Background: an optimization exercise with open tools, aiming at small area, a short achievable clock period and few clock cycles. Do not read the settings as production practice.
Function was checked by simulation only, so behaviour that the tests miss may differ from the original.
No activity file was given, so power comes from the tool's default toggle rates.

==> design/flow/design.v <==
`timescale 1ns/1ps
module cc1_codec (
    input  wire        clk,
    input  wire        rst,           
    input  wire        cmd_valid,
    input  wire [31:0] cmd,
    output wire        ready,
    input  wire [7:0]  buf_we,
    input  wire [63:0] buf_wdata,
    input  wire [8:0]  arg_we,
    input  wire [71:0] arg_wdata,
    output wire [63:0] buf_q,
    output wire [71:0] arg_q,
    output wire [71:0] out_q,
    output wire [7:0]  res,
    output wire [7:0]  status
);
    localparam [7:0] TYPE_A = 8'h21, TYPE_P = 8'h3F, TYPE_R = 8'h2A;
    reg [7:0] buf_r [0:7];            
    reg [7:0] arg_r [0:8];
    reg [7:0] out0, out1, out2;       
    reg [5:0] out3;                   
    reg       out4, out5, out6;       
    reg [7:0] res_r;
    reg       ill_r;
    reg [7:0] a_hc1, a_hc2;
    reg [7:0] p_hc1, p_hc2;
    reg [6:0] p_rp1;                  
    reg [1:0] p_lc;
    reg [3:0] p_lt;
    reg [1:0] p_lf;
    reg [7:0] r_hc1, r_hc2;
    reg [5:0] r_rh1;                  
    reg [7:0] r_tp1, r_tr1;           
    reg [5:0] r_al;
    reg       r_s, r_w, r_sy;
    assign ready = 1'b1;
    genvar gi;
    generate
        for (gi = 0; gi < 8; gi = gi + 1) begin : g_bufq
            assign buf_q[8*gi +: 8] = buf_r[gi];
        end
        for (gi = 0; gi < 9; gi = gi + 1) begin : g_argq
            assign arg_q[8*gi +: 8] = arg_r[gi];
        end
    endgenerate
    assign out_q  = {8'd0, 8'd0, 7'd0, out6, 7'd0, out5, 7'd0, out4,
                     2'd0, out3, out2, out1, out0};
    assign res    = res_r;
    assign status = {7'd0, ill_r};
    wire [7:0] op     = cmd[7:0];
    wire [7:0] len    = cmd[15:8];
    wire       ck     = cmd[16];
    wire       nb     = cmd[17];
    wire       rsv_ok = (cmd[31:18] == 14'd0);
    wire [3:0] cls    = op[7:4];
    wire [1:0] v      = op[1:0];
    wire       var_ok = (op[3:2] == 2'd0) && (v != 2'd3);
    wire is_crc   = rsv_ok && (op == 8'h01);
    wire is_make  = rsv_ok && (cls == 4'h1) && var_ok;
    wire is_enc   = rsv_ok && (cls == 4'h2) && var_ok;
    wire is_dec   = rsv_ok && (cls == 4'h3) && var_ok;
    wire is_valid = rsv_ok && (cls == 4'h4) && var_ok;
    wire is_gethc = rsv_ok && (cls == 4'h5) && var_ok;
    wire is_getf  = rsv_ok && (cls == 4'h6) && (op[3:2] == 2'd0) && (v != 2'd0) && (v != 2'd3);
    wire is_legal = is_crc | is_make | is_enc | is_dec | is_valid | is_gethc | is_getf;
    wire len7_ok = !nb && (len >= 8'd7);
    wire len8_ok = !nb && (len >= 8'd8);
    wire vA = (v == 2'd0);
    wire vP = (v == 2'd1);
    wire vR = v[1];
    wire [6:0] mk_rp1 = (arg_r[2] > 8'd100) ? 7'd101 : arg_r[2][6:0] + 7'd1;
    wire [1:0] mk_lc  = arg_r[3][1:0];
    wire [3:0] mk_lt  = (arg_r[4] < 8'd1) ? 4'd1 : (arg_r[4] > 8'd15) ? 4'd15 : arg_r[4][3:0];
    wire [1:0] mk_lf  = (arg_r[5] < 8'd1) ? 2'd1 : (arg_r[5] > 8'd3)  ? 2'd3  : arg_r[5][1:0];
    wire [5:0] mk_rh1 = (arg_r[2] > 8'd50)  ? 6'd51  : arg_r[2][5:0] + 6'd1;
    wire [7:0] mk_tp1 = (arg_r[3] > 8'd199) ? 8'd200 : arg_r[3] + 8'd1;
    wire [7:0] mk_tr1 = (arg_r[4] > 8'd199) ? 8'd200 : arg_r[4] + 8'd1;
    wire [5:0] mk_al  = (arg_r[5] < 8'd1) ? 6'd1 : (arg_r[5] > 8'd62) ? 6'd62 : arg_r[5][5:0];
    wire       mk_s   = (arg_r[6] != 8'd0);
    wire       mk_w   = (arg_r[7] != 8'd0);
    wire       mk_sy  = (arg_r[8] != 8'd0);
    wire       mk_valid = (arg_r[0] != 8'hFF) && (arg_r[1] != 8'hFF);
    wire [7:0] pe3 = {1'b0, p_rp1};
    wire [7:0] pe4 = {p_lf, p_lt, p_lc};
    wire [7:0] re3 = {r_w, r_s, r_rh1};
    wire [7:0] re4 = r_tp1;
    wire [7:0] re5 = r_tr1;
    wire [7:0] re6 = {r_sy, r_al, 1'b0};
    reg [7:0] enc_p [0:6];
    always @(*) begin
        case (v)
            2'd0: begin
                enc_p[0] = TYPE_A; enc_p[1] = a_hc1; enc_p[2] = a_hc2;
                enc_p[3] = 8'h01;  enc_p[4] = 8'h01; enc_p[5] = 8'h01; enc_p[6] = 8'h01;
            end
            2'd1: begin
                enc_p[0] = TYPE_P; enc_p[1] = p_hc1; enc_p[2] = p_hc2;
                enc_p[3] = pe3;    enc_p[4] = pe4;   enc_p[5] = 8'h01; enc_p[6] = 8'h01;
            end
            default: begin
                enc_p[0] = TYPE_R; enc_p[1] = r_hc1; enc_p[2] = r_hc2;
                enc_p[3] = re3;    enc_p[4] = re4;   enc_p[5] = re5;   enc_p[6] = re6;
            end
        endcase
    end
    wire [6:0] crc_a, crc_p, crc_r;
    wire ca_t0 = a_hc1[7] ^ a_hc2[1];
    wire ca_t1 = a_hc1[3] ^ ca_t0;
    wire ca_t2 = a_hc2[0] ^ a_hc2[7];
    wire ca_t3 = a_hc2[3] ^ ca_t1;
    wire ca_t4 = a_hc2[2] ^ a_hc2[6];
    wire ca_t5 = a_hc1[7] ^ a_hc2[0];
    wire ca_t6 = a_hc1[6] ^ a_hc2[4];
    wire ca_t7 = a_hc1[4] ^ a_hc2[5];
    wire ca_t8 = a_hc1[2] ^ a_hc1[5];
    wire ca_t9 = a_hc1[0] ^ a_hc1[1];
    wire ca_t10 = ca_t7 ^ ca_t9;
    wire ca_u11 = a_hc1[3] ^ a_hc1[4];
    wire ca_u12 = ca_t4 ^ ca_t5;
    wire ca_u13 = ca_u11 ^ ca_u12;
    assign crc_a[0] = ca_u13;   
    wire ca_u14 = a_hc1[5] ^ ca_t2;
    wire ca_u15 = ca_t4 ^ ca_u14;
    wire ca_u16 = ca_t3 ^ ca_u15;
    assign crc_a[1] = ca_u16;   
    wire ca_u17 = a_hc1[0] ^ a_hc2[6];
    wire ca_u18 = ca_t2 ^ ca_t6;
    wire ca_u19 = ca_u17 ^ ca_u18;
    wire ca_u20 = ca_t3 ^ ca_u19;
    assign crc_a[2] = ca_u20;   
    wire ca_u21 = a_hc2[2] ^ a_hc2[4];
    wire ca_u22 = ca_t0 ^ ca_t2;
    wire ca_u23 = ca_u21 ^ ca_t10;
    wire ca_u24 = ca_u22 ^ ca_u23;
    assign crc_a[3] = ca_u24;   
    wire ca_u25 = ca_t8 ^ ca_t10;
    wire ca_u26 = ca_t3 ^ ca_u25;
    assign crc_a[4] = ~ca_u26;   
    wire ca_u27 = a_hc1[1] ^ ca_t5;
    wire ca_u28 = ca_t6 ^ ca_t8;
    wire ca_u29 = ca_u27 ^ ca_u28;
    assign crc_a[5] = ca_u29;   
    wire ca_u30 = a_hc1[2] ^ a_hc1[6];
    wire ca_u31 = a_hc2[5] ^ ca_u30;
    wire ca_u32 = ca_t1 ^ ca_u31;
    assign crc_a[6] = ~ca_u32;   
    wire cp_t0 = p_hc1[7] ^ pe4[7];
    wire cp_t1 = pe3[0] ^ pe3[1];
    wire cp_t2 = p_hc2[1] ^ pe3[2];
    wire cp_t3 = p_hc1[3] ^ pe4[2];
    wire cp_t4 = cp_t0 ^ p_hc2[0];
    wire cp_t5 = cp_t3 ^ pe4[3];
    wire cp_t6 = cp_t2 ^ pe3[7];
    wire cp_t7 = cp_t1 ^ p_hc2[4];
    wire cp_t8 = cp_t4 ^ p_hc2[7];
    wire cp_t9 = pe4[4] ^ pe4[6];
    wire cp_t10 = pe4[1] ^ pe4[5];
    wire cp_t11 = pe3[5] ^ pe4[0];
    wire cp_t12 = p_hc2[6] ^ pe3[6];
    wire cp_t13 = p_hc2[5] ^ pe3[4];
    wire cp_t14 = p_hc2[2] ^ pe3[3];
    wire cp_t15 = p_hc1[6] ^ p_hc1[7];
    wire cp_t16 = p_hc1[5] ^ p_hc2[3];
    wire cp_t17 = p_hc1[1] ^ p_hc1[4];
    wire cp_t18 = cp_t9 ^ p_hc1[0];
    wire cp_t19 = cp_t15 ^ p_hc1[2];
    wire cp_t20 = cp_t6 ^ cp_t7;
    wire cp_t21 = cp_t13 ^ cp_t5;
    wire cp_t22 = cp_t20 ^ cp_t8;
    wire cp_u23 = p_hc1[4] ^ p_hc2[6];
    wire cp_u24 = pe3[2] ^ pe4[4];
    wire cp_u25 = cp_t11 ^ cp_t14;
    wire cp_u26 = cp_u23 ^ cp_u24;
    wire cp_u27 = cp_t4 ^ cp_t5;
    wire cp_u28 = cp_u25 ^ cp_u26;
    wire cp_u29 = cp_u27 ^ cp_u28;
    assign crc_p[0] = ~cp_u29;   
    wire cp_u30 = p_hc2[2] ^ pe3[0];
    wire cp_u31 = pe3[4] ^ pe3[5];
    wire cp_u32 = cp_t10 ^ cp_t12;
    wire cp_u33 = cp_t16 ^ cp_t2;
    wire cp_u34 = cp_t3 ^ cp_u30;
    wire cp_u35 = cp_u31 ^ cp_u32;
    wire cp_u36 = cp_u33 ^ cp_u34;
    wire cp_u37 = cp_t8 ^ cp_u35;
    wire cp_u38 = cp_u36 ^ cp_u37;
    assign crc_p[1] = ~cp_u38;   
    wire cp_u39 = p_hc1[3] ^ p_hc1[6];
    wire cp_u40 = p_hc2[3] ^ cp_t12;
    wire cp_u41 = cp_u39 ^ cp_t18;
    wire cp_u42 = cp_u40 ^ cp_u41;
    wire cp_u43 = cp_t22 ^ cp_u42;
    assign crc_p[2] = cp_u43;   
    wire cp_u44 = p_hc1[0] ^ p_hc2[5];
    wire cp_u45 = pe4[5] ^ cp_t14;
    wire cp_u46 = cp_t17 ^ cp_u44;
    wire cp_u47 = cp_u45 ^ cp_u46;
    wire cp_u48 = cp_u47 ^ cp_t22;
    assign crc_p[3] = cp_u48;   
    wire cp_u49 = p_hc1[2] ^ p_hc2[1];
    wire cp_u50 = cp_t0 ^ cp_t1;
    wire cp_u51 = cp_t11 ^ cp_t16;
    wire cp_u52 = cp_t17 ^ cp_u49;
    wire cp_u53 = cp_t18 ^ cp_u50;
    wire cp_u54 = cp_u51 ^ cp_u52;
    wire cp_u55 = cp_t21 ^ cp_u53;
    wire cp_u56 = cp_u54 ^ cp_u55;
    assign crc_p[4] = ~cp_u56;   
    wire cp_u57 = p_hc1[1] ^ p_hc1[5];
    wire cp_u58 = p_hc2[0] ^ pe3[3];
    wire cp_u59 = pe3[6] ^ pe4[0];
    wire cp_u60 = pe4[2] ^ cp_t10;
    wire cp_u61 = cp_u57 ^ cp_u58;
    wire cp_u62 = cp_u59 ^ cp_t19;
    wire cp_u63 = cp_t7 ^ cp_u60;
    wire cp_u64 = cp_u61 ^ cp_u62;
    wire cp_u65 = cp_u63 ^ cp_u64;
    assign crc_p[5] = cp_u65;   
    wire cp_u66 = pe3[1] ^ pe4[1];
    wire cp_u67 = pe4[6] ^ cp_u66;
    wire cp_u68 = cp_t19 ^ cp_t6;
    wire cp_u69 = cp_u67 ^ cp_t21;
    wire cp_u70 = cp_u68 ^ cp_u69;
    assign crc_p[6] = ~cp_u70;   
    wire cr_t0 = r_hc1[7] ^ re6[5];
    wire cr_t1 = re6[1] ^ re6[2];
    wire cr_t2 = re6[0] ^ re6[4];
    wire cr_t3 = re5[3] ^ re5[6];
    wire cr_t4 = re4[7] ^ re5[5];
    wire cr_t5 = re4[2] ^ re5[2];
    wire cr_t6 = re3[0] ^ re3[1];
    wire cr_t7 = r_hc2[1] ^ re3[2];
    wire cr_t8 = cr_t0 ^ r_hc1[3];
    wire cr_t9 = r_hc2[0] ^ re6[6];
    wire cr_t10 = cr_t7 ^ re3[7];
    wire cr_t11 = cr_t6 ^ re5[0];
    wire cr_t12 = cr_t5 ^ re6[3];
    wire cr_t13 = cr_t4 ^ re4[4];
    wire cr_t14 = cr_t3 ^ re5[1];
    wire cr_t15 = cr_t2 ^ re4[0];
    wire cr_t16 = cr_t1 ^ re4[5];
    wire cr_t17 = cr_t8 ^ re5[4];
    wire cr_t18 = re4[3] ^ re5[7];
    wire cr_t19 = re3[6] ^ re4[1];
    wire cr_t20 = re3[5] ^ re6[7];
    wire cr_t21 = re3[4] ^ re4[6];
    wire cr_t22 = r_hc2[6] ^ r_hc2[7];
    wire cr_t23 = r_hc2[4] ^ re3[3];
    wire cr_t24 = r_hc1[7] ^ r_hc2[0];
    wire cr_t25 = r_hc1[5] ^ r_hc2[3];
    wire cr_t26 = r_hc1[4] ^ r_hc2[5];
    wire cr_t27 = r_hc1[2] ^ r_hc1[6];
    wire cr_t28 = r_hc1[0] ^ r_hc1[1];
    wire cr_t29 = cr_t9 ^ r_hc2[2];
    wire cr_t30 = cr_t26 ^ cr_t28;
    wire cr_t31 = cr_t20 ^ cr_t25;
    wire cr_t32 = cr_t19 ^ cr_t24;
    wire cr_t33 = cr_t16 ^ cr_t32;
    wire cr_t34 = cr_t14 ^ cr_t27;
    wire cr_t35 = cr_t13 ^ cr_t15;
    wire cr_t36 = cr_t12 ^ cr_t18;
    wire cr_t37 = cr_t17 ^ cr_t36;
    wire cr_u38 = r_hc1[4] ^ r_hc2[6];
    wire cr_u39 = re3[2] ^ re3[3];
    wire cr_u40 = re3[5] ^ re5[3];
    wire cr_u41 = re6[2] ^ cr_u38;
    wire cr_u42 = cr_u39 ^ cr_u40;
    wire cr_u43 = cr_t29 ^ cr_u41;
    wire cr_u44 = cr_u42 ^ cr_t35;
    wire cr_u45 = cr_u43 ^ cr_t37;
    wire cr_u46 = cr_u44 ^ cr_u45;
    assign crc_r[0] = ~cr_u46;   
    wire cr_u47 = r_hc1[3] ^ r_hc2[2];
    wire cr_u48 = re3[0] ^ re3[4];
    wire cr_u49 = re4[7] ^ re5[6];
    wire cr_u50 = re5[7] ^ re6[0];
    wire cr_u51 = cr_t22 ^ cr_t5;
    wire cr_u52 = cr_t7 ^ cr_u47;
    wire cr_u53 = cr_u48 ^ cr_u49;
    wire cr_u54 = cr_u50 ^ cr_t31;
    wire cr_u55 = cr_u51 ^ cr_u52;
    wire cr_u56 = cr_u53 ^ cr_t33;
    wire cr_u57 = cr_u54 ^ cr_u55;
    wire cr_u58 = cr_u56 ^ cr_u57;
    assign crc_r[1] = cr_u58;   
    wire cr_u59 = r_hc1[0] ^ r_hc1[6];
    wire cr_u60 = r_hc2[3] ^ r_hc2[4];
    wire cr_u61 = re3[6] ^ re4[6];
    wire cr_u62 = re5[2] ^ re6[1];
    wire cr_u63 = cr_t2 ^ cr_t22;
    wire cr_u64 = cr_t9 ^ cr_u59;
    wire cr_u65 = cr_u60 ^ cr_u61;
    wire cr_u66 = cr_u62 ^ cr_t10;
    wire cr_u67 = cr_t11 ^ cr_t13;
    wire cr_u68 = cr_u63 ^ cr_u64;
    wire cr_u69 = cr_u65 ^ cr_t17;
    wire cr_u70 = cr_u66 ^ cr_u67;
    wire cr_u71 = cr_u68 ^ cr_u69;
    wire cr_u72 = cr_u70 ^ cr_u71;
    assign crc_r[2] = ~cr_u72;   
    wire cr_u73 = r_hc2[7] ^ re6[7];
    wire cr_u74 = cr_t0 ^ cr_t23;
    wire cr_u75 = cr_t4 ^ cr_t6;
    wire cr_u76 = cr_u73 ^ cr_t10;
    wire cr_u77 = cr_t14 ^ cr_t16;
    wire cr_u78 = cr_t29 ^ cr_t30;
    wire cr_u79 = cr_u74 ^ cr_u75;
    wire cr_u80 = cr_u76 ^ cr_u77;
    wire cr_u81 = cr_u78 ^ cr_u79;
    wire cr_u82 = cr_u80 ^ cr_u81;
    assign crc_r[3] = ~cr_u82;   
    wire cr_u83 = r_hc1[2] ^ r_hc2[1];
    wire cr_u84 = re4[2] ^ re4[3];
    wire cr_u85 = cr_t21 ^ cr_t3;
    wire cr_u86 = cr_u83 ^ cr_u84;
    wire cr_u87 = cr_t11 ^ cr_t30;
    wire cr_u88 = cr_t31 ^ cr_t8;
    wire cr_u89 = cr_u85 ^ cr_u86;
    wire cr_u90 = cr_t35 ^ cr_u87;
    wire cr_u91 = cr_u88 ^ cr_u89;
    wire cr_u92 = cr_u90 ^ cr_u91;
    assign crc_r[4] = cr_u92;   
    wire cr_u93 = r_hc1[1] ^ r_hc1[5];
    wire cr_u94 = re5[5] ^ cr_t23;
    wire cr_u95 = cr_u93 ^ cr_t11;
    wire cr_u96 = cr_t12 ^ cr_t15;
    wire cr_u97 = cr_u94 ^ cr_t33;
    wire cr_u98 = cr_t34 ^ cr_u95;
    wire cr_u99 = cr_u96 ^ cr_u97;
    wire cr_u100 = cr_u98 ^ cr_u99;
    assign crc_r[5] = cr_u100;   
    wire cr_u101 = r_hc2[5] ^ re3[1];
    wire cr_u102 = re4[1] ^ re6[4];
    wire cr_u103 = cr_t1 ^ cr_t21;
    wire cr_u104 = cr_u101 ^ cr_u102;
    wire cr_u105 = cr_t10 ^ cr_u103;
    wire cr_u106 = cr_u104 ^ cr_t34;
    wire cr_u107 = cr_u105 ^ cr_t37;
    wire cr_u108 = cr_u106 ^ cr_u107;
    assign crc_r[6] = cr_u108;   
    wire [7:0] crcv_a = (crc_a == 7'd0) ? 8'h80 : {1'b0, crc_a};
    wire [7:0] crcv_p = (crc_p == 7'd0) ? 8'h80 : {1'b0, crc_p};
    wire [7:0] crcv_r = (crc_r == 7'd0) ? 8'h80 : {1'b0, crc_r};
    wire [7:0] enc_crc = vA ? crcv_a : vP ? crcv_p : crcv_r;
    wire [7:0] cb0 = buf_r[0], cb1 = buf_r[1], cb2 = buf_r[2], cb3 = buf_r[3];
    wire [7:0] cb4 = buf_r[4], cb5 = buf_r[5], cb6 = buf_r[6];
    wire [6:0] crc_b;
    wire cb_t0 = cb0[6] ^ cb1[7];
    wire cb_t1 = cb0[2] ^ cb1[3];
    wire cb_t2 = cb_t0 ^ cb_t1;
    wire cb_t3 = cb6[4] ^ cb6[5];
    wire cb_t4 = cb6[1] ^ cb6[2];
    wire cb_t5 = cb5[5] ^ cb6[0];
    wire cb_t6 = cb5[3] ^ cb5[6];
    wire cb_t7 = cb4[2] ^ cb5[2];
    wire cb_t8 = cb3[2] ^ cb4[7];
    wire cb_t9 = cb3[0] ^ cb3[1];
    wire cb_t10 = cb2[0] ^ cb_t8;
    wire cb_t11 = cb_t2 ^ cb_t3;
    wire cb_t12 = cb2[1] ^ cb6[7];
    wire cb_t13 = cb0[5] ^ cb1[6];
    wire cb_t14 = cb0[4] ^ cb1[5];
    wire cb_t15 = cb0[3] ^ cb1[4];
    wire cb_t16 = cb0[1] ^ cb1[2];
    wire cb_t17 = cb0[0] ^ cb1[1];
    wire cb_t18 = cb_t6 ^ cb_t9;
    wire cb_t19 = cb_t4 ^ cb_t7;
    wire cb_t20 = cb5[0] ^ cb_t5;
    wire cb_t21 = cb_t17 ^ cb_t18;
    wire cb_t22 = cb6[6] ^ cb_t10;
    wire cb_t23 = cb4[1] ^ cb_t19;
    wire cb_t24 = cb5[4] ^ cb_t11;
    wire cb_t25 = cb5[7] ^ cb6[3];
    wire cb_t26 = cb4[5] ^ cb5[1];
    wire cb_t27 = cb4[4] ^ cb4[6];
    wire cb_t28 = cb4[0] ^ cb4[3];
    wire cb_t29 = cb3[4] ^ cb3[5];
    wire cb_t30 = cb2[7] ^ cb3[7];
    wire cb_t31 = cb2[6] ^ cb3[6];
    wire cb_t32 = cb2[4] ^ cb3[3];
    wire cb_t33 = cb1[0] ^ cb2[5];
    wire cb_t34 = cb_t26 ^ cb_t32;
    wire cb_t35 = cb_t15 ^ cb_t33;
    wire cb_t36 = cb_t14 ^ cb_t29;
    wire cb_t37 = cb_t13 ^ cb_t16;
    wire cb_t38 = cb2[3] ^ cb_t31;
    wire cb_t39 = cb2[2] ^ cb_t12;
    wire cb_t40 = cb_t20 ^ cb_t27;
    wire cb_t41 = cb_t0 ^ cb_t34;
    wire cb_t42 = cb_t23 ^ cb_t37;
    wire cb_t43 = cb_t22 ^ cb_t30;
    wire cb_t44 = cb_t21 ^ cb_t41;
    wire cb_t45 = cb_t24 ^ cb_t25;
    wire cb_u46 = cb2[2] ^ cb2[6];
    wire cb_u47 = cb3[3] ^ cb3[5];
    wire cb_u48 = cb4[4] ^ cb5[3];
    wire cb_u49 = cb6[2] ^ cb_t15;
    wire cb_u50 = cb_t28 ^ cb_t5;
    wire cb_u51 = cb_t7 ^ cb_u46;
    wire cb_u52 = cb_u47 ^ cb_u48;
    wire cb_u53 = cb_u49 ^ cb_u50;
    wire cb_u54 = cb_u51 ^ cb_u52;
    wire cb_u55 = cb_t22 ^ cb_u53;
    wire cb_u56 = cb_u54 ^ cb_u55;
    wire cb_u57 = cb_t45 ^ cb_u56;
    assign crc_b[0] = cb_u57;   
    wire cb_u58 = cb2[7] ^ cb3[0];
    wire cb_u59 = cb4[5] ^ cb5[6];
    wire cb_u60 = cb5[7] ^ cb6[0];
    wire cb_u61 = cb_u58 ^ cb_u59;
    wire cb_u62 = cb_u60 ^ cb_t10;
    wire cb_u63 = cb_t2 ^ cb_t36;
    wire cb_u64 = cb_t38 ^ cb_t39;
    wire cb_u65 = cb_u61 ^ cb_t23;
    wire cb_u66 = cb_u62 ^ cb_u63;
    wire cb_u67 = cb_u64 ^ cb_u65;
    wire cb_u68 = cb_u66 ^ cb_u67;
    assign crc_b[1] = cb_u68;   
    wire cb_u69 = cb1[0] ^ cb2[1];
    wire cb_u70 = cb2[4] ^ cb5[2];
    wire cb_u71 = cb6[1] ^ cb_t13;
    wire cb_u72 = cb_t9 ^ cb_u69;
    wire cb_u73 = cb_u70 ^ cb_t38;
    wire cb_u74 = cb_u71 ^ cb_u72;
    wire cb_u75 = cb_t40 ^ cb_u73;
    wire cb_u76 = cb_u74 ^ cb_t24;
    wire cb_u77 = cb_t43 ^ cb_u75;
    wire cb_u78 = cb_u76 ^ cb_u77;
    assign crc_b[2] = cb_u78;   
    wire cb_u79 = cb5[5] ^ cb6[5];
    wire cb_u80 = cb_t4 ^ cb_u79;
    wire cb_u81 = cb_t35 ^ cb_t39;
    wire cb_u82 = cb_u80 ^ cb_u81;
    wire cb_u83 = cb_t43 ^ cb_t44;
    wire cb_u84 = cb_u82 ^ cb_u83;
    assign crc_b[3] = cb_u84;   
    wire cb_u85 = cb2[3] ^ cb4[2];
    wire cb_u86 = cb4[7] ^ cb_t12;
    wire cb_u87 = cb_t16 ^ cb_t28;
    wire cb_u88 = cb_u85 ^ cb_t35;
    wire cb_u89 = cb_t36 ^ cb_u86;
    wire cb_u90 = cb_u87 ^ cb_t11;
    wire cb_u91 = cb_t21 ^ cb_t40;
    wire cb_u92 = cb_u88 ^ cb_u89;
    wire cb_u93 = cb_u90 ^ cb_u91;
    wire cb_u94 = cb_u92 ^ cb_u93;
    assign crc_b[4] = cb_u94;   
    wire cb_u95 = cb2[0] ^ cb3[6];
    wire cb_u96 = cb4[0] ^ cb6[3];
    wire cb_u97 = cb6[4] ^ cb_t14;
    wire cb_u98 = cb_u95 ^ cb_u96;
    wire cb_u99 = cb_t20 ^ cb_u97;
    wire cb_u100 = cb_u98 ^ cb_u99;
    wire cb_u101 = cb_t42 ^ cb_t44;
    wire cb_u102 = cb_u100 ^ cb_u101;
    assign crc_b[5] = cb_u102;   
    wire cb_u103 = cb2[1] ^ cb2[5];
    wire cb_u104 = cb3[1] ^ cb3[2];
    wire cb_u105 = cb3[4] ^ cb3[7];
    wire cb_u106 = cb4[3] ^ cb4[6];
    wire cb_u107 = cb5[1] ^ cb_t6;
    wire cb_u108 = cb_u103 ^ cb_u104;
    wire cb_u109 = cb_u105 ^ cb_u106;
    wire cb_u110 = cb_u107 ^ cb_u108;
    wire cb_u111 = cb_u109 ^ cb_u110;
    wire cb_u112 = cb_t42 ^ cb_u111;
    wire cb_u113 = cb_t45 ^ cb_u112;
    assign crc_b[6] = cb_u113;   
    wire [7:0] buf_crc = (crc_b == 7'd0) ? 8'h80 : {1'b0, crc_b};
    wire       b7_form = buf_r[7][7] ? (buf_r[7][6:0] == 7'd0) : (buf_r[7][6:0] != 7'd0);
    wire       crc_ok  = b7_form && ((crc_b ^ buf_r[7][6:0]) == 7'd0);
    wire [5:0] dr_rhs = buf_r[3][5:0];
    wire [5:0] dr_al  = buf_r[6][6:1];
    wire chk_a = (buf_r[0] == TYPE_A) && (buf_r[3] == 8'h01);
    wire chk_p = (buf_r[0] == TYPE_P)
              && (buf_r[3] != 8'h00) && (buf_r[3] <= 8'd101)
              && (buf_r[4][7:6] != 2'd0) && (buf_r[4][5:2] != 4'd0)
              && (buf_r[5] == 8'h01);
    wire chk_r = (buf_r[0] == TYPE_R)
              && (dr_rhs != 6'd0) && (dr_rhs <= 6'd51)
              && (buf_r[4] != 8'h00) && (buf_r[4] <= 8'd200)
              && (buf_r[5] != 8'h00) && (buf_r[5] <= 8'd200)
              && (dr_al != 6'd0) && (dr_al != 6'h3F);
    wire fr_a  = chk_a && crc_ok;
    wire fr_p  = chk_p && crc_ok;
    wire fr_r  = chk_r && crc_ok;
    wire fr_ok = vA ? fr_a : vP ? fr_p : fr_r;
    wire go       = cmd_valid;
    wire enc_ok   = go && is_enc && len7_ok && !(ck && !len8_ok);
    wire dec_go   = go && is_dec;
    wire dec_ok   = dec_go && len8_ok && fr_ok;
    wire make_go  = go && is_make;
    wire wr_p  = vP && (make_go || (dec_go && len8_ok && fr_p));
    wire wr_r  = vR && (make_go || (dec_go && len8_ok && fr_r));
    wire hc_a  = (make_go || dec_go) && vA;
    wire hc_p  = (make_go || dec_go) && vP;
    wire hc_r  = (make_go || dec_go) && vR;
    wire [7:0] hc1_n = make_go ? arg_r[0] : dec_ok ? buf_r[1] : 8'hFF;
    wire [7:0] hc2_n = make_go ? arg_r[1] : dec_ok ? buf_r[2] : 8'hFF;
    wire [7:0] sel_hc1 = vA ? a_hc1 : vP ? p_hc1 : r_hc1;
    wire [7:0] sel_hc2 = vA ? a_hc2 : vP ? p_hc2 : r_hc2;
    wire       val_a = (a_hc1 != 8'hFF) && (a_hc2 != 8'hFF);
    wire       val_p = (p_hc1 != 8'hFF) && (p_hc2 != 8'hFF);
    wire       val_r = (r_hc1 != 8'hFF) && (r_hc2 != 8'hFF);
    wire       sel_valid = vA ? val_a : vP ? val_p : val_r;
    reg [7:0] res_n;
    always @(*) begin
        res_n = 8'h00;
        if (is_crc)
            res_n = (len7_ok && buf_r[0] != 8'h00) ? buf_crc : 8'h00;
        else if (is_make)
            res_n = {7'd0, mk_valid};
        else if (is_enc)
            res_n = !enc_ok ? 8'h00 : ck ? 8'h08 : 8'h07;
        else if (is_dec)
            res_n = dec_ok ? 8'h08 : 8'h00;
        else if (is_valid)
            res_n = {7'd0, sel_valid};
        else if (is_gethc)
            res_n = 8'h02;
        else if (is_getf)
            res_n = vP ? 8'h04 : 8'h07;
    end
    integer i;
    always @(posedge clk) begin
        if (rst) begin
            res_r <= 8'h00;
            ill_r <= 1'b0;
            for (i = 0; i < 9; i = i + 1)
                arg_r[i] <= 8'h00;
            out0 <= 8'h00; out1 <= 8'h00; out2 <= 8'h00; out3 <= 6'd0;
            out4 <= 1'b0;  out5 <= 1'b0;  out6 <= 1'b0;
            a_hc1 <= 8'hFF; a_hc2 <= 8'hFF;
            p_hc1 <= 8'hFF; p_hc2 <= 8'hFF;
            p_rp1 <= 7'd1;  p_lc  <= 2'd0; p_lt <= 4'd1; p_lf <= 2'd1;
            r_hc1 <= 8'hFF; r_hc2 <= 8'hFF;
            r_rh1 <= 6'd1;  r_tp1 <= 8'd1; r_tr1 <= 8'd1; r_al <= 6'd1;
            r_s   <= 1'b0;  r_w   <= 1'b0; r_sy <= 1'b0;
        end else begin
            for (i = 0; i < 9; i = i + 1)
                if (arg_we[i]) arg_r[i] <= arg_wdata[8*i +: 8];
            if (go) begin
                res_r <= res_n;
                if (!is_legal) ill_r <= 1'b1;
            end
            if (hc_a) begin a_hc1 <= hc1_n; a_hc2 <= hc2_n; end
            if (hc_p) begin p_hc1 <= hc1_n; p_hc2 <= hc2_n; end
            if (hc_r) begin r_hc1 <= hc1_n; r_hc2 <= hc2_n; end
            if (wr_p) begin
                p_rp1 <= make_go ? mk_rp1 : buf_r[3][6:0];
                p_lc  <= make_go ? mk_lc  : buf_r[4][1:0];
                p_lt  <= make_go ? mk_lt  : buf_r[4][5:2];
                p_lf  <= make_go ? mk_lf  : buf_r[4][7:6];
            end
            if (wr_r) begin
                r_rh1 <= make_go ? mk_rh1 : dr_rhs;
                r_tp1 <= make_go ? mk_tp1 : buf_r[4];
                r_tr1 <= make_go ? mk_tr1 : buf_r[5];
                r_al  <= make_go ? mk_al  : dr_al;
                r_s   <= make_go ? mk_s   : buf_r[3][6];
                r_w   <= make_go ? mk_w   : buf_r[3][7];
                r_sy  <= make_go ? mk_sy  : buf_r[6][7];
            end
            if (go && is_gethc) begin
                out0 <= sel_hc1;
                out1 <= sel_hc2;
            end
            if (go && is_getf) begin
                if (vP) begin
                    out0 <= {1'b0, p_rp1 - 7'd1};
                    out1 <= {6'd0, p_lc};
                    out2 <= {4'd0, p_lt};
                    out3 <= {4'd0, p_lf};
                end else begin
                    out0 <= {2'd0, r_rh1 - 6'd1};
                    out1 <= r_tp1 - 8'd1;
                    out2 <= r_tr1 - 8'd1;
                    out3 <= r_al;
                    out4 <= r_s;
                    out5 <= r_w;
                    out6 <= r_sy;
                end
            end
        end
    end
    always @(posedge clk) begin
        if (!rst) begin
            for (i = 0; i < 7; i = i + 1)
                if (buf_we[i]) buf_r[i] <= buf_wdata[8*i +: 8];
                else if (enc_ok) buf_r[i] <= enc_p[i];
            if (buf_we[7]) buf_r[7] <= buf_wdata[63:56];
            else if (enc_ok && ck) buf_r[7] <= enc_crc;
        end
    end
endmodule
==> design/flow/flow/run.sh <==
#!/bin/bash
# ORFS layout via the standard.sh, in stages:
#  - port buffers from sky130_fd_sc_hd__buf_1 instead of the default cell;
#  - synthesis, floorplan and placement with the default setup margin;
set -euo pipefail
export BUFFER_PORTS_ARGS="-buffer_cell sky130_fd_sc_hd__buf_1"
bash standard.sh synth > make_synth.log 2>&1
bash standard.sh floorplan > make_floorplan.log 2>&1
bash standard.sh place > make_place.log 2>&1
export SETUP_SLACK_MARGIN=$(cat flow/margin.txt)
bash standard.sh > make_finish.log 2>&1
==> design/flow/flow/margin.txt <==
6.5
==> design/flow/standard.sh <==
#!/bin/bash
# synth_recipe.tcl (not shown) runs the flow's synth.tcl, then flattens the netlist and writes it again
# the make line also repeats each setting of config.mk as NAME=value (left out here)
make -C /OpenROAD-flow-scripts/flow DESIGN_CONFIG=/design/flow/config.mk WORK_HOME=/design/flow/orfs CLKGATE_MAP_FILE= SYNTH_SCRIPT=/design/flow/synth_recipe.tcl "${@:-finish}"
==> design/flow/config.mk <==
export PLATFORM = sky130hd
export DESIGN_NAME = cc1_codec
export DESIGN_NICKNAME = cc1_codec
export VERILOG_FILES = /design/flow/design.v
export SDC_FILE = /design/flow/constraint.sdc
export NUM_CORES = 4
export LEC_CHECK = 0
export CAP_MARGIN = 20
export CORE_MARGIN = 2
export CORE_UTILIZATION = 30
export PLACE_DENSITY = 0.5
export SLEW_MARGIN = 20
export TNS_END_PERCENT = 0
==> design/flow/constraint.sdc <==
create_clock -name core_clock -period 10.0 [get_ports {clk}]
set_input_delay 2.0000 -clock core_clock [delete_from_list [all_inputs] [get_ports {clk}]]
set_output_delay 2.0000 -clock core_clock [all_outputs]
set_load 0.01 [all_outputs]
==> flow_metrics.py, run 1 <==
metrics = {
    "placement": {
        "gpl.final_weighted_congestion": 0.943,
        "buffer_ports.inserted": 365,
        "post-place-cells": 2940,
        "detailed_place_hpwl_mm": 53.4,
    },
    "global_routing": {
        "number_of_global_route_vias_before_repair": 14700,
        "wire_length_of_the_first_global_routing_pass_mm": 98.3,
        "grt_max_degree": 82,
        "track_usage": 0.223,
        "globalRouteOverflowTotal": 0,
        "initial_antenna_violation_count": 1,
    },
    "critical_path": {
        "critPathArrivalTime_ns": 4.44,
        "crit_path_end_kind": "register",
        "crit_start": "cmd[29]",
        "timing.reg2reg.setup_slack_ns": 6.14,
        "crit_path_max_incr_delay_ns": 0.37,
        "path_cells": "buf_1, nor4_2, nand4_1, buf_4, nor4_4, nand2_1, nor3_4, o211ai_4, o41a_1, buf_12, mux2_1",
        "worst_setup_path_start_kind": "primary input",
        "cp-endpoint": "r_tp1[2]$_SDFFE_PP0P_",
        "regToRegStartpoint": "buf_r[3][0]$_DFFE_PP_",
        "cpMaxStageDelayCell": "o41a_1",
        "path_max_fanout": 31,
        "worstRegToRegCells": 11,
        "reg2reg_to": "r_tp1[2]$_SDFFE_PP0P_",
        "path_class": "primary input to register",
        "worstPathRequired_ns": 10.43,
    },
    "yosys": {
        "netlist.top_cell.by_area": "dfxtp_1",
        "synthesis.yosys.warnings": 4,
        "ys_seq_elements": 272,
        "async_flop_share": 0,
        "synth_area_per_cell_um2": 8.77,
        "yosys-top-cells-area": "dfxtp_1, xnor2_1, edfxtp_1, mux2i_1, nor2_1",
        "synthesis.instances": 1938,
        "synth.yosys.seq_area_share": 0.358,
        "synth_edf_count": 64,
        "post_synth_instance_area_um2": 17000,
        "synth_cell_type_count": 73,
        "synth.top_cell.area_share": 0.245,
        "synth_ff_type": "dfxtp_1",
    },
    "floorplanning": {
        "pin_count": 413,
        "die_extent_in_x_um": 242,
        "dieHeight_um": 242,
        "initial_standard_cell_utilization_of_the_core": 0.303,
        "core_um2": 56200,
        "floorplan.rows": 87,
        "die_outline_area_um2": 58600,
    },
    "cells_and_area": {
        "final-instance-count-excl-fill": 3015,
        "layout_top_registers": "arg_r x72, buf_r x64",
        "area_delta_synth_final_pct": 19.7,
        "largest_reg_flops": 72,
        "num-nets-final": 2442,
        "regMostFlops": "arg_r",
        "final_cell_mix": "buf_1, xnor2_1, dfxtp_1, nor2_1, nand2_1",
        "n_fill_cell": 5906,
        "post_route_cells_drive_above_1_share": 0.0651,
        "layout_commonest_cell": "buf_1",
    },
    "sta": {
        "timing.final.max_slew_violations": 0,
        "skew_ns": 0.0277,
        "finalCritPeriodShare": 0.401,
        "rsz0062_at_grt": "yes",
        "report.final.setup_viol": 0,
        "timing.slew.headroom": 0.372,
        "tightest_slew_ns": 0.942,
        "timing.final.hold_violations": 0,
        "fmaxAchievable_mhz": 249,
        "final.setup.tns_ns": 0,
        "final_period_minus_worst_setup_slack_ns": 4.01,
    },
    "route": {
        "route.detailed.drc": 0,
        "drt_wl_total_mm": 68.3,
        "detail-route-antenna-nets": 0,
        "routed-via-count": 15500,
        "routedWlPerCell_um": 22.6,
        "viasPerCell": 5.15,
        "drt_iter0_drc": 1334,
        "detail_route.first_pass.iterations": 6,
    },
    "power_and_ir_drop": {
        "leakage_nw": 7.45,
        "power_density_nw_per_um2": 156,
        "vdd.ir_drop.worst_v": 0.0000870,
        "power_consumption_w": 0.00317,
    },
    "clock_tree": {
        "insertion_delay_of_the_later_clocked_pin_in_the_worst_skew_pair_ns": 0.55,
        "clock_tree.buffer_depth": 3,
        "htree_levels": 2,
        "clk_root_buffer_cell": "clkbuf_16",
        "cts_tree": "yes",
        "cts.sinks": 272,
        "clk_pin_slew_ns": 0.06,
        "numCtsBuffers": 35,
    },
    "flow_run": {
        "maximum_capacitance_violations": 0,
    },
    "hold_path": {
        "hold_path_class": "register to register",
    },
    "run_status": {
        "status": "finished clean",
    },
}
-- critical path: cells and delay by family --
kind | cells | cell delay (ns)
simple gates | 5 | 1.08
buf+inv | 3 | 0.46
compound gates | 2 | 0.51
mux | 1 | 0.34
-- synthesized netlist by cell type, types with 8 or more instances --
cell type / count
o32ai_1: 16
dfxtp_1: 208
nand2_1: 149
edfxtp_1: 64
nor4_1: 19
or3_1: 21
nor2_1: 209
nor3_1: 39
nand3_1: 34
nor2b_1: 30
clkbuf_1: 104
xnor3_1: 20
and3_1: 15
mux2i_1: 103
ha_1: 24
mux2_1: 27
xor2_1: 60
nand4_1: 22
inv_1: 35
o211ai_1: 8
o21ai_0: 128
a22oi_1: 19
nand2b_1: 13
buf_1: 15
o221ai_1: 8
a21oi_1: 128
buf_4: 52
xnor2_1: 246
a211oi_1: 16
-- cells by family (layout without fill, tap and decap cells) --
| logic type | count (synthesis) | in the layout | share of synthesized area |
|---|---|---|---|
| simple gates | 586 | 587 | 0.161 |
| compound gates | 377 | 377 | 0.134 |
| xor+xnor | 329 | 329 | 0.187 |
| flops | 272 | 272 | 0.358 |
| buf+inv | 212 | 485 | 0.0591 |
| mux | 136 | 136 | 0.0825 |
| fa+ha+maj | 24 | 24 | 0.0177 |
| other cells | 2 | 49 | 0.000442 |
-- worst min-delay path by stage --
| stage | startpoint | to | slack (ns) | cells past startpoint |
|---|---|---|---|---|
| floorplan | out4$_SDFFE_PP0P_ | out4$_SDFFE_PP0P_ | 0.44 | 2 |
| finish | out2[1]$_SDFFE_PP0P_ | out2[1]$_SDFFE_PP0P_ | 0.45 | 2 |
| global route | out2[7]$_SDFFE_PP0P_ | out2[7]$_SDFFE_PP0P_ | 0.48 | 2 |
| global placement | out2[1]$_SDFFE_PP0P_ | out2[1]$_SDFFE_PP0P_ | 0.44 | 2 |
| detailed placement | out2[1]$_SDFFE_PP0P_ | out2[1]$_SDFFE_PP0P_ | 0.44 | 2 |
| CTS | out2[1]$_SDFFE_PP0P_ | out2[1]$_SDFFE_PP0P_ | 0.45 | 2 |
-- through the flow --
stage / worst slack, ns / area, µm² / hold WS [ns] / util
after global routing: 5.95 / 20300 / 0.478 / 0.362
after global placement: 4.57 / 18700 / 0.441 / 0.333
after detailed placement: 4.45 / 18700 / 0.444 / 0.333
after floorplan: 5.55 / 17200 / 0.437 / -
after CTS: 6.11 / 20200 / 0.453 / 0.360
final: 5.99 / 20300 / 0.454 / 0.362
-- where the power goes --
part / switching (W) / total [W] / internal [W] / leakage [nW]
clock: 0.000511 / 0.00132 / 0.000811 / 0.577
combinational: 0.000364 / 0.000617 / 0.000253 / 4.59
sequential: 0.0000658 / 0.00123 / 0.00116 / 2.28
total: 0.000942 / 0.00317 / 0.00223 / 7.45
-- cell type report --
| type | instances | area, µm² | area share |
|---|---|---|---|
| repair buffers | 386 | 1590 | 0.0782 |
| multi-input cells | 1500 | 10400 | 0.511 |
| clock buffers | 48 | 966 | 0.0475 |
| diodes | 2 | 5.00 | 0.000246 |
| clock inverters | 16 | 226 | 0.0111 |
| flip-flops and latches | 272 | 6090 | 0.299 |
| well taps | 756 | 946 | 0.0465 |
| inverters | 35 | 131 | 0.00646 |
-- metal layers --
layer  part of all wire  global-route usage  vias up
met5                  0                   0        -
met4              0.028              0.0655        0
met3              0.080              0.0419       93
met2               0.45               0.358      720
met1               0.44               0.304     7456
li1                   -                   -     7250
-- what timing repair did --
item,in CTS,in global routing
pin swaps,6,3
buffers inserted,7,0
hold endpoints to repair,0,0
gates resized for setup,51,17
gates cloned,1,0
setup endpoints to repair,210,210
hold buffers,0,0
Testbench counts, summed over its fixed seeds: cycles 27,999.
==> inputs of run 2 (changes only) <==
==> design/flow/flow/margin.txt (replaced) <==
6.0
--- a/design/flow/config.mk
+++ b/design/flow/config.mk
@@ -7,7 +7,7 @@
 export LEC_CHECK = 0
 export CAP_MARGIN = 20
 export CORE_MARGIN = 2
-export CORE_UTILIZATION = 30
-export PLACE_DENSITY = 0.5
+export CORE_UTILIZATION = 40
+export PLACE_DENSITY = 0.6
 export SLEW_MARGIN = 20
 export TNS_END_PERCENT = 0
==> flow_metrics.py, run 2 <==
metrics = {
    "hold_path": {
        "hold_path_class": "register to register",
        "hold_path_startpoint": "out2[1]$_SDFFE_PP0P_",
    },
    "sta": {
        "timing.hold.ws_ns": 0.454,
        "rsz0062_at_grt": "yes",
        "tightest_slew_ns": 1.09,
        "finalCritPeriodShare": 0.417,
        "skew_ns": 0.0126,
        "report.final.setup_viol": 0,
        "timing.slew.headroom": 0.272,
        "timing.final.max_slew_violations": 0,
        "fmaxAchievable_mhz": 240,
        "timing.final.hold_violations": 0,
        "final.setup.tns_ns": 0,
        "final_period_minus_worst_setup_slack_ns": 4.17,
    },
    "cells_and_area": {
        "stdcell_area_um2": 20000,
        "num-nets-final": 2449,
        "layout_commonest_cell": "buf_1",
        "final_core_utilization": 0.478,
        "layout_top_registers": "arg_r x72, buf_r x64",
        "area_delta_synth_final_pct": 17.8,
        "regMostFlops": "arg_r",
        "final_cell_mix": "buf_1, xnor2_1, dfxtp_1, nor2_1, nand2_1",
        "n_fill_cell": 4127,
        "largest_reg_flops": 72,
        "diodes": 0,
        "post_route_cells_drive_above_1_share": 0.0681,
    },
    "yosys": {
        "synthMostInstantiatedCell": "xnor2_1",
        "synth.top_cell.area_share": 0.245,
        "synth_area_per_cell_um2": 8.77,
        "synthesis.yosys.warnings": 4,
        "synth_edf_count": 64,
        "synth_ff_type": "dfxtp_1",
        "ys_seq_elements": 272,
        "post_synth_instance_area_um2": 17000,
        "netlist.top_cell.by_area": "dfxtp_1",
        "yosys-top-cells-area": "dfxtp_1, xnor2_1, edfxtp_1, mux2i_1, nor2_1",
        "synth_cell_type_count": 73,
        "synthesis.instances": 1938,
        "async_flop_share": 0,
        "synth.yosys.seq_area_share": 0.358,
        "synth.top_cells.by_count": "xnor2_1, nor2_1, dfxtp_1",
    },
    "power_and_ir_drop": {
        "leakage_nw": 7.51,
        "power_density_nw_per_um2": 151,
        "vdd.ir_drop.worst_v": 0.000122,
    },
    "critical_path": {
        "cpMaxStageDelayCell": "nor4_4",
        "crit_top_cell": "buf_12",
        "timing.reg2reg.setup_slack_ns": 5.93,
        "path_cells": "buf_1, nor4_2, nand4_1, nor4_4, nand2_1, nor3_2, o211ai_2, buf_12, o41a_4, clkbuf_16, buf_12, mux2_1",
        "reg2reg_to": "r_w$_SDFFE_PP0P_",
        "cp-endpoint": "r_w$_SDFFE_PP0P_",
        "crit_start": "cmd[23]",
        "crit_path_max_incr_delay_ns": 0.41,
        "worstPathRequired_ns": 10.47,
        "regToRegStartpoint": "buf_r[3][5]$_DFFE_PP_",
        "worst_setup_path_start_kind": "primary input",
        "path_max_fanout": 5,
        "crit_path_end_kind": "register",
        "critPathArrivalTime_ns": 4.64,
        "worstRegToRegCells": 13,
        "path_class": "primary input to register",
    },
    "run_status": {
        "status": "finished clean",
    },
    "clock_tree": {
        "cts.sinks": 272,
        "clock_tree.buffer_depth": 3,
        "cts_tree": "yes",
        "numCtsBuffers": 31,
        "insertion_delay_of_the_later_clocked_pin_in_the_worst_skew_pair_ns": 0.59,
        "htree_levels": 1,
        "clk_pin_slew_ns": 0.06,
        "clk_root_buffer_cell": "clkbuf_16",
    },
    "floorplanning": {
        "pin_count": 413,
        "die_outline_area_um2": 44200,
        "die_extent_in_x_um": 210,
        "initial_standard_cell_utilization_of_the_core": 0.405,
        "floorplan.rows": 75,
        "dieHeight_um": 210,
        "core_um2": 41900,
    },
    "global_routing": {
        "grt_max_degree": 85,
        "track_usage": 0.278,
        "number_of_global_route_vias_before_repair": 14500,
        "initial_antenna_violation_count": 0,
        "wire_length_of_the_first_global_routing_pass_mm": 92.3,
        "globalRouteOverflowTotal": 0,
    },
    "placement": {
        "buffer_ports.inserted": 365,
        "placed_cell_area_um2": 18500,
        "gpl.final_weighted_congestion": 0.966,
        "detailed_place_hpwl_mm": 49.7,
    },
    "route": {
        "drt_iter0_drc": 1560,
        "route.detailed.drc": 0,
        "drt_wl_total_mm": 64.2,
        "viasPerCell": 5.63,
        "routed-via-count": 15800,
        "dr.max_layer_used": "met4",
        "met1Wirelength_mm": 26.9,
        "routedWlPerCell_um": 22.9,
        "wl_met2_mm": 28.7,
        "met3RoutedLength_mm": 6.27,
        "detail-route-antenna-nets": 0,
        "detail_route.first_pass.iterations": 5,
    },
    "flow_run": {
        "maximum_capacitance_violations": 0,
    },
}
run 2: cell counts after synthesis:
No cell type changed its count.
run 2: stage by stage:
stage | power (W) | instances | worst slack, ns
global route | 0.00313 | 2801 | 5.75
detailed placement | 0.00182 | 2725 | 4.76
floorplan | 0.00165 | 1983 | 5.55
global placement | 0.00180 | 2725 | 4.80
CTS | 0.00302 | 2783 | 5.84
finish | 0.00303 | 2801 | 5.83
run 2: worst min path at each step:
stage | end | slack (ns) | cells past startpoint
finish | out2[1]$_SDFFE_PP0P_ | 0.45 | 2
global route | out2[1]$_SDFFE_PP0P_ | 0.47 | 2
CTS | out2[1]$_SDFFE_PP0P_ | 0.46 | 2
detailed placement | out2[1]$_SDFFE_PP0P_ | 0.45 | 2
global placement | res_r[7]$_SDFFE_PP0P_ | 0.44 | 2
floorplan | out4$_SDFFE_PP0P_ | 0.44 | 2
run 2: what timing repair did:
action                                  in CTS  in global routing
gates resized for setup                     19                 57
endpoints found under the setup margin     189                189
hold buffers                                 0                  0
pin swaps                                    2                  8
cloned                                       0                  2
buffers inserted                             0                 15
run 2: cell families (layout without fill, tap and decap cells):
kind of cell	after synthesis	after routing	synth area share
AND/OR/NAND/NOR	586	586	0.161
AO/OA/AOI/OAI	377	377	0.134
XOR/XNOR	329	329	0.187
flip-flops	272	272	0.358
buffers and inverters	212	491	0.0591
multiplexers	136	136	0.0825
adder cells (fa/ha/maj)	24	24	0.0177
other	2	47	0.000442
run 2: area by class of cell:
type | count | area (µm²) | area share
Clock buffer | 42 | 868 | 0.0433
Clock inverter | 16 | 200 | 0.00999
Inverter | 35 | 131 | 0.00656
Multi-Input combinational cell | 1499 | 10300 | 0.516
Sequential cell | 272 | 6090 | 0.304
Tap cell | 539 | 674 | 0.0337
Timing Repair Buffer | 398 | 1740 | 0.0870
run 2: routing by layer:
| layer | GRT usage | up-vias |
|---|---|---|
| li1 | - | 7247 |
| met3 | 0.0647 | 126 |
| met1 | 0.377 | 7573 |
| met5 | 0 | - |
| met4 | 0.0863 | 0 |
| met2 | 0.439 | 815 |
run 2: power by group:
part           total [W]  leakage (nW)  internal (W)  switching (W)
clock            0.00120         0.512      0.000712       0.000485
sequential       0.00122          2.28       0.00116      0.0000621
combinational   0.000607          4.71      0.000255       0.000352
total            0.00303          7.51       0.00213       0.000900
run 2: worst max-delay path: cells and delay by family:
kind            cells  cell delay [ns]
compound gates      2             0.53
buf+inv             4             0.56
mux                 1             0.30
simple gates        5             1.22
==> inputs of run 3 (changes only) <==
==> design/flow/flow/margin.txt (replaced) <==
7.0
==> flow_metrics.py, run 3 <==
metrics = {
    "run_status": {
        "status": "finished clean",
    },
    "critical_path": {
        "worstRegToRegCells": 12,
        "critPathArrivalTime_ns": 4.39,
        "worstPathRequired_ns": 10.47,
        "worst_setup_path_start_kind": "primary input",
        "path_class": "primary input to register",
        "timing.reg2reg.setup_slack_ns": 6.14,
        "regToRegStartpoint": "buf_r[3][4]$_DFFE_PP_",
        "path_max_fanout": 41,
        "reg2reg_to": "r_w$_SDFFE_PP0P_",
        "crit_path_end_kind": "register",
    },
    "route": {
        "viasPerCell": 5.61,
        "detail-route-antenna-nets": 0,
        "drt_iter0_drc": 1707,
        "routedWlPerCell_um": 23.1,
        "drt_wl_total_mm": 64.6,
        "route.detailed.drc": 0,
        "routed-via-count": 15700,
        "detail_route.first_pass.iterations": 5,
    },
    "hold_path": {
        "hold_path_class": "register to register",
        "worstHoldPathCells": 2,
        "hold_path_startpoint": "out2[1]$_SDFFE_PP0P_",
        "worstHoldEndpoint": "out2[1]$_SDFFE_PP0P_",
    },
    "cells_and_area": {
        "area_used_by_multi_input_combinational_logic_um2": 10300,
        "regMostFlops": "arg_r",
        "seq_area_um2": 6090,
        "diodes": 0,
        "layout_top_registers": "arg_r x72, buf_r x64",
        "post_route_cells_drive_above_1_share": 0.0646,
        "final_cell_mix": "buf_1, xnor2_1, dfxtp_1, nor2_1, nand2_1",
        "n_fill_cell": 4104,
        "largest_reg_flops": 72,
        "area_delta_synth_final_pct": 18.1,
        "final_core_utilization": 0.479,
        "num-nets-final": 2446,
        "layout_commonest_cell": "buf_1",
    },
    "yosys": {
        "synth.yosys.seq_area_share": 0.358,
        "synth_edf_count": 64,
        "ys_seq_elements": 272,
        "synth.top_cell.area_share": 0.245,
        "netlist.top_cell.by_area": "dfxtp_1",
        "post_synth_instance_area_um2": 17000,
        "synth_cell_type_count": 73,
        "synthMostInstantiatedCell": "xnor2_1",
        "yosys-top-cells-area": "dfxtp_1, xnor2_1, edfxtp_1, mux2i_1, nor2_1",
        "synth.top_cells.by_count": "xnor2_1, nor2_1, dfxtp_1",
        "async_flop_share": 0,
        "synth_ff_type": "dfxtp_1",
        "synthesis.yosys.warnings": 4,
        "synthesis.instances": 1938,
        "synth_area_per_cell_um2": 8.77,
    },
    "sta": {
        "finalCritPeriodShare": 0.392,
        "final_period_minus_worst_setup_slack_ns": 3.92,
        "report.final.setup_viol": 0,
        "timing.final.max_slew_violations": 0,
        "skew_ns": 0.0121,
        "fmaxAchievable_mhz": 255,
        "timing.slew.headroom": 0.289,
        "rsz0062_at_grt": "yes",
        "final.setup.tns_ns": 0,
        "timing.final.hold_violations": 0,
        "tightest_slew_ns": 1.06,
    },
    "global_routing": {
        "globalRouteOverflowTotal": 0,
        "number_of_global_route_vias_before_repair": 14700,
        "gr-max-usage-layer": "met2",
        "wire_length_of_the_first_global_routing_pass_mm": 94.2,
        "grtUsageMet2": 0.450,
        "groute.layer.met1.usage": 0.385,
        "globalRouteMet3Util": 0.0624,
        "track_usage": 0.284,
        "initial_antenna_violation_count": 0,
        "grt_max_degree": 79,
    },
    "placement": {
        "detailed_place_hpwl_mm": 49.7,
        "buffer_ports.inserted": 365,
        "gpl.final_weighted_congestion": 0.966,
    },
    "clock_tree": {
        "insertion_delay_of_the_later_clocked_pin_in_the_worst_skew_pair_ns": 0.59,
        "numCtsBuffers": 31,
        "clk_pin_slew_ns": 0.06,
        "cts_hold_repair.buffers": 0,
        "cts_tree": "yes",
        "htree_levels": 1,
        "cts.sinks": 272,
        "clk_root_buffer_cell": "clkbuf_16",
        "clock_tree.buffer_depth": 3,
    },
    "power_and_ir_drop": {
        "power_density_nw_per_um2": 152,
        "vdd.ir_drop.worst_v": 0.000128,
        "leakage_nw": 7.51,
    },
    "floorplanning": {
        "dieHeight_um": 210,
        "pin_count": 413,
        "die_outline_area_um2": 44200,
        "die_extent_in_x_um": 210,
        "initial_standard_cell_utilization_of_the_core": 0.405,
        "floorplan.rows": 75,
        "core_um2": 41900,
    },
    "flow_run": {
        "maximum_capacitance_violations": 0,
    },
}
==> run 3: cell count changes in the layout (fill, tap and decap cells not counted), sizes merged <==
cell	delta
buf	-4
bufbuf	+3
clkbuf	-2
==> run 3: layout make-up <==
| cell class | instances | share of cell area |
|---|---|---|
| Tap cell | 539 | 0.0336 |
| Sequential cell | 272 | 0.303 |
| Inverter | 35 | 0.00654 |
| Clock inverter | 16 | 0.00997 |
| Multi-Input combinational cell | 1499 | 0.515 |
| Timing Repair Buffer | 395 | 0.0889 |
| Clock buffer | 42 | 0.0433 |
==> run 3: power by group <==
| part | leakage (nW) | switching [W] | total (W) | internal [W] |
|---|---|---|---|---|
| Clock | 0.512 | 0.000488 | 0.00120 | 0.000712 |
| Combinational | 4.71 | 0.000357 | 0.000621 | 0.000264 |
| Sequential | 2.28 | 0.0000614 | 0.00122 | 0.00116 |
| Total | 7.51 | 0.000907 | 0.00305 | 0.00214 |
==> run 3: cell families (layout without fill, tap and decap cells) <==
family	Yosys count	count (layout)	synth area share
flops	272	272	0.358
xor+xnor	329	329	0.187
simple gates	586	586	0.161
other cells	2	47	0.000442
compound gates	377	377	0.134
mux	136	136	0.0825
buf+inv	212	488	0.0591
fa+ha+maj	24	24	0.0177
==> run 3: how the worst max path moves through the flow <==
stage / startpoint / end / slack (ns) / depth (start not counted)
4_1_cts: cmd[20] / r_tp1[5]$_SDFFE_PP0P_ / 6.20 / 11
3_5_place_dp: cmd[1] / p_lf[1]$_SDFFE_PP0P_ / 4.76 / 7
3_3_place_gp: cmd[1] / p_lc[0]$_SDFFE_PP0P_ / 4.80 / 11
6_report: cmd[0] / r_w$_SDFFE_PP0P_ / 6.08 / 12
5_1_grt: cmd[20] / buf_r[4][5]$_DFFE_PP_ / 5.96 / 10
2_1_floorplan: cmd[20] / r_rh1[2]$_SDFFE_PP0P_ / 5.55 / 9
==> run 3: metrics by stage <==
step / worst slack, ns / power, W / area, µm² / std cells / hold slack (ns)
detailed placement: 4.76 / 0.00182 / 18500 / 2725 / 0.446
global placement: 4.80 / 0.00180 / 18500 / 2725 / 0.444
floorplan: 5.55 / 0.00165 / 17200 / 1983 / 0.437
finish: 6.08 / 0.00305 / 20100 / 2798 / 0.455
CTS: 6.20 / 0.00305 / 20000 / 2798 / 0.456
global route: 5.96 / 0.00315 / 20100 / 2798 / 0.468
==> run 3: worst max-delay path: stages <==
cell	delay, ns
clkbuf_2	0.10
buf_8	0.21
nand2_2	0.14
nand2b_4	0.08
nor4_4	0.28
nand2_1	0.12
nor3_2	0.17
o211ai_2	0.14
buf_12	0.16
o41a_4	0.44
buf_16	0.20
mux2_1	0.31
==> run 3: what timing repair did <==
action | 4_1_cts | 5_1_grt
buffers inserted | 10 | 0
pin swaps | 9 | 1
setup endpoints to repair | 429 | 474
cloned | 5 | 0
gates resized for setup | 63 | 9
==> run 3: metal layers <==
| layer | share of wire | vias up |
|---|---|---|
| li1 | - | 7246 |
| met1 | 0.42 | 7531 |
| met2 | 0.44 | 802 |
| met3 | 0.099 | 118 |
| met4 | 0.036 | 0 |
| met5 | 0 | - |
==> inputs of run 4 (changes only) <==
==> design/flow/flow/margin.txt (replaced) <==
6.5
==> flow_metrics.py, run 4 <==
metrics = {
    "flow_run": {
        "maximum_capacitance_violations": 0,
    },
    "critical_path": {
        "path_class": "primary input to register",
        "path_max_fanout": 41,
        "timing.reg2reg.setup_slack_ns": 6.14,
        "crit_path_end_kind": "register",
        "critPathArrivalTime_ns": 4.39,
        "path_cells": "clkbuf_2, buf_8, nand2_2, nand2b_4, nor4_4, nand2_1, nor3_2, o211ai_2, buf_12, o41a_4, buf_16, mux2_1",
        "regToRegStartpoint": "buf_r[3][4]$_DFFE_PP_",
        "crit_path_max_incr_delay_ns": 0.44,
        "worstRegToRegCells": 12,
        "reg2reg_to": "r_w$_SDFFE_PP0P_",
        "cpLargestDelayFamily": "simple AND/OR/NAND/NOR gates",
        "worstPathRequired_ns": 10.47,
        "worst_setup_path_start_kind": "primary input",
        "cpMaxStageDelayCell": "o41a_4",
        "count_of_buffering_cells_on_the_critical_path_with_inverters_included": 4,
    },
    "yosys": {
        "post_synth_instance_area_um2": 17000,
        "synth.yosys.seq_area_share": 0.358,
        "netlist.top_cell.by_area": "dfxtp_1",
        "synth_edf_count": 64,
        "synth_cell_type_count": 73,
        "synth.top_cells.by_count": "xnor2_1, nor2_1, dfxtp_1",
        "synthesis.instances": 1938,
        "synth_ff_type": "dfxtp_1",
        "async_flop_share": 0,
        "synthMostInstantiatedCell": "xnor2_1",
        "yosys-top-cells-area": "dfxtp_1, xnor2_1, edfxtp_1, mux2i_1, nor2_1",
        "synth.top_cell.area_share": 0.245,
        "synthesis.yosys.warnings": 4,
        "ys_seq_elements": 272,
        "synth_area_per_cell_um2": 8.77,
    },
    "sta": {
        "timing.final.hold_violations": 0,
        "report.final.setup_viol": 0,
        "timing.slew.headroom": 0.289,
        "fmaxAchievable_mhz": 255,
        "final.setup.tns_ns": 0,
        "timing.hold.ws_ns": 0.455,
        "rsz0062_at_grt": "yes",
        "timing.final.max_slew_violations": 0,
        "final_period_minus_worst_setup_slack_ns": 3.92,
        "finalCritPeriodShare": 0.392,
        "skew_ns": 0.0121,
        "tightest_slew_ns": 1.06,
    },
    "power_and_ir_drop": {
        "power_density_nw_per_um2": 152,
        "combinationalPowerShare": 0.204,
        "switching_share": 0.298,
        "share_clk_of_total_power": 0.394,
        "vdd.ir_drop.worst_v": 0.000128,
        "p_seq_frac": 0.402,
        "power_consumption_w": 0.00305,
        "power.net_switching_w": 0.000907,
        "leakage_nw": 7.51,
        "intPower_w": 0.00214,
    },
    "placement": {
        "gpl.final_weighted_congestion": 0.966,
        "buffer_ports.inserted": 365,
        "detailed_place_hpwl_mm": 49.7,
    },
    "clock_tree": {
        "cts_tree": "yes",
        "cts.sinks": 272,
        "insertion_delay_of_the_later_clocked_pin_in_the_worst_skew_pair_ns": 0.59,
        "clk_root_buffer_cell": "clkbuf_16",
        "cts_hold_repair.buffers": 0,
        "clk_pin_slew_ns": 0.06,
        "clock_tree.buffer_depth": 3,
        "numCtsBuffers": 31,
        "htree_levels": 1,
    },
    "cells_and_area": {
        "post_route_cells_drive_above_1_share": 0.0646,
        "layout_commonest_cell": "buf_1",
        "layout_top_registers": "arg_r x72, buf_r x64",
        "num-nets-final": 2446,
        "largest_reg_flops": 72,
        "diodes": 0,
        "regMostFlops": "arg_r",
        "final_core_utilization": 0.479,
        "area_delta_synth_final_pct": 18.1,
        "n_fill_cell": 4104,
        "final_cell_mix": "buf_1, xnor2_1, dfxtp_1, nor2_1, nand2_1",
    },
    "global_routing": {
        "initial_antenna_violation_count": 0,
        "wire_length_of_the_first_global_routing_pass_mm": 94.2,
        "grt_max_degree": 79,
        "number_of_global_route_vias_before_repair": 14700,
        "globalRouteOverflowTotal": 0,
        "track_usage": 0.284,
    },
    "hold_path": {
        "worstHoldPathCells": 2,
        "hold_path_class": "register to register",
        "hold_path_startpoint": "out2[1]$_SDFFE_PP0P_",
        "worstHoldEndpoint": "out2[1]$_SDFFE_PP0P_",
    },
    "route": {
        "viasPerCell": 5.61,
        "routedWlPerCell_um": 23.1,
        "detail-route-antenna-nets": 0,
        "route.detailed.drc": 0,
        "detail_route.first_pass.iterations": 5,
        "routed-via-count": 15700,
        "drt_iter0_drc": 1707,
        "drt_wl_total_mm": 64.6,
    },
    "floorplanning": {
        "core_um2": 41900,
        "floorplan.rows": 75,
        "pin_count": 413,
        "die_extent_in_x_um": 210,
        "dieHeight_um": 210,
        "initial_standard_cell_utilization_of_the_core": 0.405,
        "die_outline_area_um2": 44200,
    },
    "run_status": {
        "status": "finished clean",
    },
}
-- run 4: cell counts after synthesis --
No cell type changed its count.
-- run 4: cell families after synthesis --
kind of cell	after synthesis	share of synthesized area
and+or+nand+nor	586	0.161
AOI/OAI and AO/OA	377	0.134
xor gates and xnor gates	329	0.187
DFF	272	0.358
buffers and inverters	212	0.0591
muxes	136	0.0825
adders and majority gates	24	0.0177
other	2	0.000442
-- run 4: area by class of cell --
| type | count | area (µm²) | area share |
|---|---|---|---|
| sequential | 272 | 6090 | 0.303 |
| tap | 539 | 674 | 0.0336 |
| clock inverter | 16 | 200 | 0.00997 |
| timing repair buffer | 395 | 1790 | 0.0889 |
| clock buffer | 42 | 868 | 0.0433 |
| multi-input combinational | 1499 | 10300 | 0.515 |
| inverter | 35 | 131 | 0.00654 |
-- run 4: per-layer routing --
layer | global-route usage | wire, µm | part of all wire | up-vias
met5 | 0 | 0 | 0 | -
met4 | 0.0946 | 2360 | 0.036 | 0
met3 | 0.0624 | 6400 | 0.099 | 118
met2 | 0.450 | 28700 | 0.44 | 802
met1 | 0.385 | 27100 | 0.42 | 7531
li1 | - | - | - | 7246
-- run 4: what timing repair did --
| item | CTS | global route |
|---|---|---|
| pin swaps | 9 | 1 |
| setup buffers | 10 | 0 |
| resized for setup | 63 | 9 |
| setup endpoints to repair | 211 | 205 |
| hold endpoints to repair | 0 | 0 |
| cloned | 5 | 0 |
-- run 4: power by group through the flow --
stage,clock [W],sequential (W),combinational [W]
finish,0.00120,0.00122,0.000621
global route,0.00125,0.00123,0.000667
CTS,0.00121,0.00122,0.000614
detailed placement,0,0.00125,0.000569
global placement,0,0.00125,0.000560
floorplan,0,0.00123,0.000421
-- run 4: worst max path at each step --
stage / from / to / slack, ns / cells after the start
6_report: cmd[0] / r_w$_SDFFE_PP0P_ / 6.08 / 12
5_1_grt: cmd[20] / buf_r[4][5]$_DFFE_PP_ / 5.96 / 10
4_1_cts: cmd[20] / r_tp1[5]$_SDFFE_PP0P_ / 6.20 / 11
3_5_place_dp: cmd[1] / p_lf[1]$_SDFFE_PP0P_ / 4.76 / 7
3_3_place_gp: cmd[1] / p_lc[0]$_SDFFE_PP0P_ / 4.80 / 11
2_1_floorplan: cmd[20] / r_rh1[2]$_SDFFE_PP0P_ / 5.55 / 9
-- run 4: metrics by stage --
step                cells  worst slack (ns)  cell area, µm²
detailed placement   2725              4.76           18500
floorplan            1983              5.55           17200
global route         2798              5.96           20100
finish               2798              6.08           20100
CTS                  2798              6.20           20000
global placement     2725              4.80           18500
-- run 4: tightest hold or removal path, delay by kind of cell (launching register included) --
family | cells | cell delay [ns]
AND/OR/NAND/NOR | 1 | 0.05
flip-flops | 1 | 0.31
AO/OA/AOI/OAI | 1 | 0.05

## re-timing with driven ports
How much do the figures lean on ideal ports? The routed layouts below were timed once more, with nothing changed but the port constraints.
Step 1 sets driving cells, clkbuf_16 on the clock port and buf_2 on the other inputs (assumed; they add their load-dependent delay and slew).
Step 2 moves the port delays by t, midway between the first and last clock arrival at a register: inputs arrive t later, outputs are due t later. That takes back most of the time a late clock gives input paths.
a / b / c = ideal ports / drivers / drivers and shift; a / b = the first two.
run | shift t [ns] | slack for setup (ns) | slew at the worst register clock pin (ns) | pins driven straight from the clock port
run 1 | 0.595 | 5.989 / 6.024 / 5.429 | 0.06 / 0.06 | 1
run 2 | 0.638 | 5.828 / 5.865 / 5.227 | 0.07 / 0.07 | 1
run 3 | 0.638 | 6.076 / 6.104 / 5.466 | 0.07 / 0.07 | 1
run 4 | 0.638 | 6.076 / 6.104 / 5.466 | 0.07 / 0.07 | 1
After both steps setup and hold are still met in every run listed.
